This design comes from an exercise in tuning for small area on the open sky130 flow, not from production work. The RTL was checked by simulation tests, not by an equivalence proof against the original design.

## v6
## nlp_softmax_core
module nlp_softmax_core (
    input  wire        clk,
    input  wire        reset,
    input  wire        ma_in_valid,
    input  wire [9:0]  ma_in_addr,
    input  wire [63:0] ma_in_word,
    output wire        max_valid,
    output wire [9:0]  max_addr,
    output wire [15:0] max_data,
    output wire        vec_valid,
    output wire [9:0]  vec_addr,
    output wire [15:0] vec_out,
    output wire [31:0] acc_out,
    output wire [15:0] gmax_out,
    input  wire        rp_stall,
    output wire [3:0]  ks_out,
    output wire [15:0] thr_out,
    input  wire        div_in_valid,
    input  wire [15:0] div_lmax_in,
    input  wire [15:0] div_ky_in,
    output wire        div_out_valid,
    output wire [63:0] div_out_word
);
    reg  [15:0] gmax;
    wire        max_ge_gmax;
    wire        keep = !max_valid ||
                       ((gmax[15] ^ max_data[15]) ? max_data[15] : (gmax[15] ^ !max_ge_gmax));
    always @(posedge clk) begin
        if (reset)
            gmax <= 16'hFBFF;
        else
            gmax <= keep ? gmax : max_data;
    end
    assign gmax_out = gmax;
    nlp_pipe_ma u_ma (
        .clk(clk), .reset(reset),
        .in_valid(ma_in_valid), .in_addr(ma_in_addr), .in_word(ma_in_word),
        .gmax_in(gmax),
        .max_valid(max_valid), .max_addr(max_addr), .max_data(max_data),
        .vec_valid(vec_valid), .vec_addr(vec_addr), .vec_out(vec_out),
        .acc_out(acc_out), .max_ge_gmax(max_ge_gmax)
    );
    wire thr_f, thr_nz;
    nlp_pipe_rp u_rp (
        .clk(clk), .reset(reset), .stall(rp_stall),
        .x_in(acc_out),
        .ks_out(ks_out), .thr_f(thr_f), .thr_nz(thr_nz), .thr_out(thr_out)
    );
    nlp_pipe_div u_div (
        .clk(clk), .reset(reset),
        .in_valid(div_in_valid), .lmax_in(div_lmax_in), .gmax_in(gmax),
        .ky_in(div_ky_in), .ks_in(ks_out), .thr_f(thr_f), .thr_nz(thr_nz),
        .out_valid(div_out_valid), .out_word(div_out_word)
    );
endmodule
For scale: about 3500 cells after synthesis, roughly 360 flip-flops.
export LEC_CHECK = 0
export ABC_AREA = 1
export CAP_MARGIN = 20
export CORE_MARGIN = 2
export CORE_UTILIZATION = 55
export CTS_BUF_LIST = sky130_fd_sc_hd__clkbuf_8
export CTS_CLUSTER_DIAMETER = 50
export CTS_CLUSTER_SIZE = 16
export GPL_TIMING_DRIVEN = 0
export PLACE_DENSITY = 0.68
export SLEW_MARGIN = 20
create_clock -name core_clock -period 25.0 [get_ports {clk}]
standard.sh (not shown) runs the stock make flow with config.mk's settings and CLKGATE_MAP_FILE= SYNTH_SCRIPT=/design/flow/synth_recipe.tcl, a recipe that flattens the netlist after the stock synthesis.
==> flow/flow/run.sh <==
#!/bin/bash
# Layout flow: the standard layout (standard.sh) with its synthesis's
# technology mapping changed (see synth_small.tcl) and the port buffers made
# of the smallest buffer cell. The standard synthesis is
# run as well, into orfs_ref/, and the registers of both netlists (names and
# cell types) are compared; if they differ the standard flow is used instead.
# Every tool's output goes to a log file in the work folder.
set -uo pipefail
W=$(pwd)
export SMALL_ABC_SCRIPT=$W/flow/abc_small.script

MAKELINE=$(grep '^make ' standard.sh)
REFLINE=${MAKELINE//WORK_HOME=$W\/orfs/WORK_HOME=$W\/orfs_ref}
MYLINE=${MAKELINE//SYNTH_SCRIPT=$W\/synth_recipe.tcl/SYNTH_SCRIPT=$W\/flow\/synth_small.tcl ADDER_MAP_FILE=$W\/flow\/adders_plain.v}
MYLINE=${MYLINE//\"\$\{@:-finish\}\"/}
# port buffers of the smallest buffer cell rather than the delay buffer
MYLINE="$MYLINE BUFFER_PORTS_ARGS='-buffer_cell sky130_fd_sc_hd__buf_1'"
# adders as yosys's plain carry chains, not mapped to Kogge-Stone carry
# lookahead before ABC (a non-empty SYNTH_OPERATIONS_ARGS replaces that map;
# -nofsm is already given to every synth call)
MYLINE="$MYLINE SYNTH_OPERATIONS_ARGS=-nofsm"
REFLINE=${REFLINE//\"\$\{@:-finish\}\"/}

regs() {
  # instance name and cell type (drive strength dropped) of every flip-flop
  awk '/^ *sky130_fd_sc_hd__(df|sdf|edf|dlx|dlr)/ {c=$1; sub(/_[0-9]+$/, "", c); print c, $2}' "$1" | sort
}

eval "$REFLINE synth" > $W/ref_synth.log 2>&1 &
REFPID=$!
eval "$MYLINE synth" > $W/small_synth.log 2>&1
MYRC=$?
wait $REFPID
REFRC=$?

R=orfs/results/${FLOW_PLATFORM}/nlp_softmax_core/base/1_2_yosys.v
RR=orfs_ref/results/${FLOW_PLATFORM}/nlp_softmax_core/base/1_2_yosys.v
OK=0
if [[ $MYRC -eq 0 && $REFRC -eq 0 && -f $R && -f $RR ]]; then
  regs $R > $W/regs_small.txt
  regs $RR > $W/regs_ref.txt
  if [[ -s $W/regs_ref.txt ]] && cmp -s $W/regs_small.txt $W/regs_ref.txt; then
    OK=1
  fi
fi
echo "small synthesis rc=$MYRC reference rc=$REFRC registers match=$OK" > $W/flow_choice.log

if [[ $OK -eq 1 ]]; then
  eval "$MYLINE finish" > $W/layout.log 2>&1
else
  rm -rf $W/orfs
  bash standard.sh synth > $W/std_synth.log 2>&1
  bash standard.sh finish > $W/layout.log 2>&1
fi
RES=orfs/results/${FLOW_PLATFORM}/nlp_softmax_core/base
if [[ -f $RES/6_final.odb ]]; then
  : # left out here: write the final layout as DEF
fi
Other scripts of this flow, unchanged in this note and not shown: flow/flow/abc_small.script, flow/flow/adders_plain.v, flow/flow/synth_small.tcl
The flow did not stop early for v6: all stages ran, and the layout cleared the timing, design-rule and antenna checks.
Changes in v7 relative to v6:
Settings: clearing GPL_TIMING_DRIVEN, which used to be 0.
--- outcome ---
v7 against v6: share of synthesized cell area in and, or, nand and nor gates about even. Compared with v6, v7 supports a higher clock frequency. In v7 the number of placed instances, taps included turned out about 1.1% lower than in v6. Summary — clock period minus final worst setup slack, v7 relative to v6: lower, by 0.81 ns. Ratio of final minimum period to clock period (v7 over v6): decrease, 3.2 points. Final setup slack of the worst path, v7 and v6, lower one = v6. v7 ended up with u_div.u1[13] as its capturing instance or port of the critical path; v6 ended up with u_div.u1[5]. Compared to v6, v7 has non-clock buffer instance count of the final layout 14% lower.

nlp_softmax_core, a different RTL version from the one above (not shown whole).
Size in the first run: about 4100 cells after synthesis, ~300 I/O pins.
clock: 25.0 ns
lec_check: 0
abc_area: 1
cap_margin: 20
core_margin: 2
core_utilization: 55
cts_buf_list: sky130_fd_sc_hd__clkbuf_16
cts_cluster_diameter: 70
cts_cluster_size: 30
place_density: 0.68
slew_margin: 20
==> flow/flow/abc_small.script <==
strash
balance -l
resub -K 6 -l
rewrite -l
resub -K 6 -N 2 -l
refactor -l
resub -K 8 -l
balance -l
resub -K 8 -N 2 -l
rewrite -l
resub -K 10 -l
rewrite -z -l
resub -K 10 -N 2 -l
balance -l
resub -K 12 -l
refactor -z -l
resub -K 12 -N 2 -l
rewrite -z -l
balance -l
strash
balance -l
resub -K 6 -l
rewrite -l
resub -K 6 -N 2 -l
refactor -l
resub -K 8 -l
balance -l
resub -K 8 -N 2 -l
rewrite -l
resub -K 10 -l
rewrite -z -l
resub -K 10 -N 2 -l
balance -l
resub -K 12 -l
refactor -z -l
resub -K 12 -N 2 -l
rewrite -z -l
balance -l
dch -f
&get -n
&dch -f
&put
amap -m -F 3 -A 8
==> flow/flow/adders_plain.v <==
// Adder map for the adder step of ORFS synthesis: every extracted full or half
// adder becomes plain gates, which ABC then maps with the rest of the logic.
(* techmap_celltype = "$fa" *)
module _plain_fa (A, B, C, X, Y);
  parameter WIDTH = 1;
  (* force_downto *)
  input  [WIDTH-1:0] A, B, C;
  (* force_downto *)
  output [WIDTH-1:0] X, Y;
  assign X = (A & B) | (A & C) | (B & C);
  assign Y = A ^ B ^ C;
endmodule
==> flow/flow/synth_small.tcl <==
proc synth {args} { yosys synth -nofsm -noshare {*}$args }
# the adder step still runs its techmap and opt passes, but extracts nothing
proc extract_fa {args} {}
proc abc {args} {
  set i [lsearch -exact $args -script]
  if {$i >= 0} { lset args [expr {$i + 1}] $::env(SMALL_ABC_SCRIPT) }
  yosys abc {*}$args
}
source $::env(SCRIPTS_DIR)/synth.tcl
# left out here: clear keep_hierarchy, flatten, clean up, hide names made inside functions, write 1_2_yosys.v
Scripts as last shown in full above: flow/flow/run.sh
Rerun with:
--- a/flow/flow/run.sh
+++ b/flow/flow/run.sh
@@ -16,8 +16,4 @@
 # port buffers of the smallest buffer cell rather than the delay buffer
 MYLINE="$MYLINE BUFFER_PORTS_ARGS='-buffer_cell sky130_fd_sc_hd__buf_1'"
-# adders as yosys's plain carry chains, not mapped to Kogge-Stone carry
-# lookahead before ABC (a non-empty SYNTH_OPERATIONS_ARGS replaces that map;
-# -nofsm is already given to every synth call)
-MYLINE="$MYLINE SYNTH_OPERATIONS_ARGS=-nofsm"
 REFLINE=${REFLINE//\"\$\{@:-finish\}\"/}
 
--- a/flow/flow/synth_small.tcl
+++ b/flow/flow/synth_small.tcl
@@ -1,5 +1,3 @@
 proc synth {args} { yosys synth -nofsm -noshare {*}$args }
-# the adder step still runs its techmap and opt passes, but extracts nothing
-proc extract_fa {args} {}
 proc abc {args} {
   set i [lsearch -exact $args -script]
Settings changed: CTS_BUF_LIST sky130_fd_sc_hd__clkbuf_16 to sky130_fd_sc_hd__clkbuf_4, CTS_CLUSTER_DIAMETER 70 to default, CTS_CLUSTER_SIZE 30 to default.
Count of clock-buffer cells in the layout went up by 108.
Cell count went up by 3.0%.
Area after synthesis went up by 0.56%.
Die area went up by 0.55%.
Via count went up by 2.0%.
Global-route usage went down by 0.11 points.
Rerun with:
Settings changed: CTS_BUF_LIST sky130_fd_sc_hd__clkbuf_4 to sky130_fd_sc_hd__clkbuf_8, CTS_CLUSTER_DIAMETER from default to 50, CTS_CLUSTER_SIZE from default to 16.
Effect: Worst setup slack got worse by 0.12 ns. Via count fell by 1.5%. Sequential cell count stays the same. Final area fell by 1.2%. Hold slack improved by 0.038 ns. Critical path depth fell by 1. Clock skew fell by 0.036 ns.

separate check: timing with driven ports:
The flow's constraints put no driver on any port. The routed layouts listed below were extracted and timed again, unchanged, in two steps. Step 1: set_driving_cell puts a clkbuf_16 on clk and a buf_2 on each other input, an assumption about the parent block. Step 2 also shifts input and output timing later by t, the mid clock arrival at the registers, as if the neighbouring blocks saw the same clock. Three values: ideal, step 1, step 2; two values: the first two.
| run | shift t [ns] | setup slack, ns | worst hold slack (ns) | worst setup path after step 2 |
|---|---|---|---|---|
| v6 | 0.681 | 5.515 / 5.521 / 4.840 | 0.312 / 0.312 / 0.312 | input to register |
| v7 | 0.686 | 6.321 / 6.320 / 5.634 | 0.327 / 0.327 / 0.327 | input to register |
| the first run of note 2 | 0.661 | 4.973 / 5.003 / 4.342 | 0.301 / 0.301 / 0.301 | input to register |
| the second run of note 2 | 0.877 | 6.094 / 6.118 / 5.240 | 0.261 / 0.261 / 0.261 | input to register |
| the third run of note 2 | 0.675 | 5.971 / 5.990 / 5.315 | 0.299 / 0.299 / 0.299 | input to register |
After both steps setup and hold are still met in every run listed. The setup slack of the second run of note 2, which loses most, moves by +0.024 ns with the drivers and by -0.854 ns with both steps.
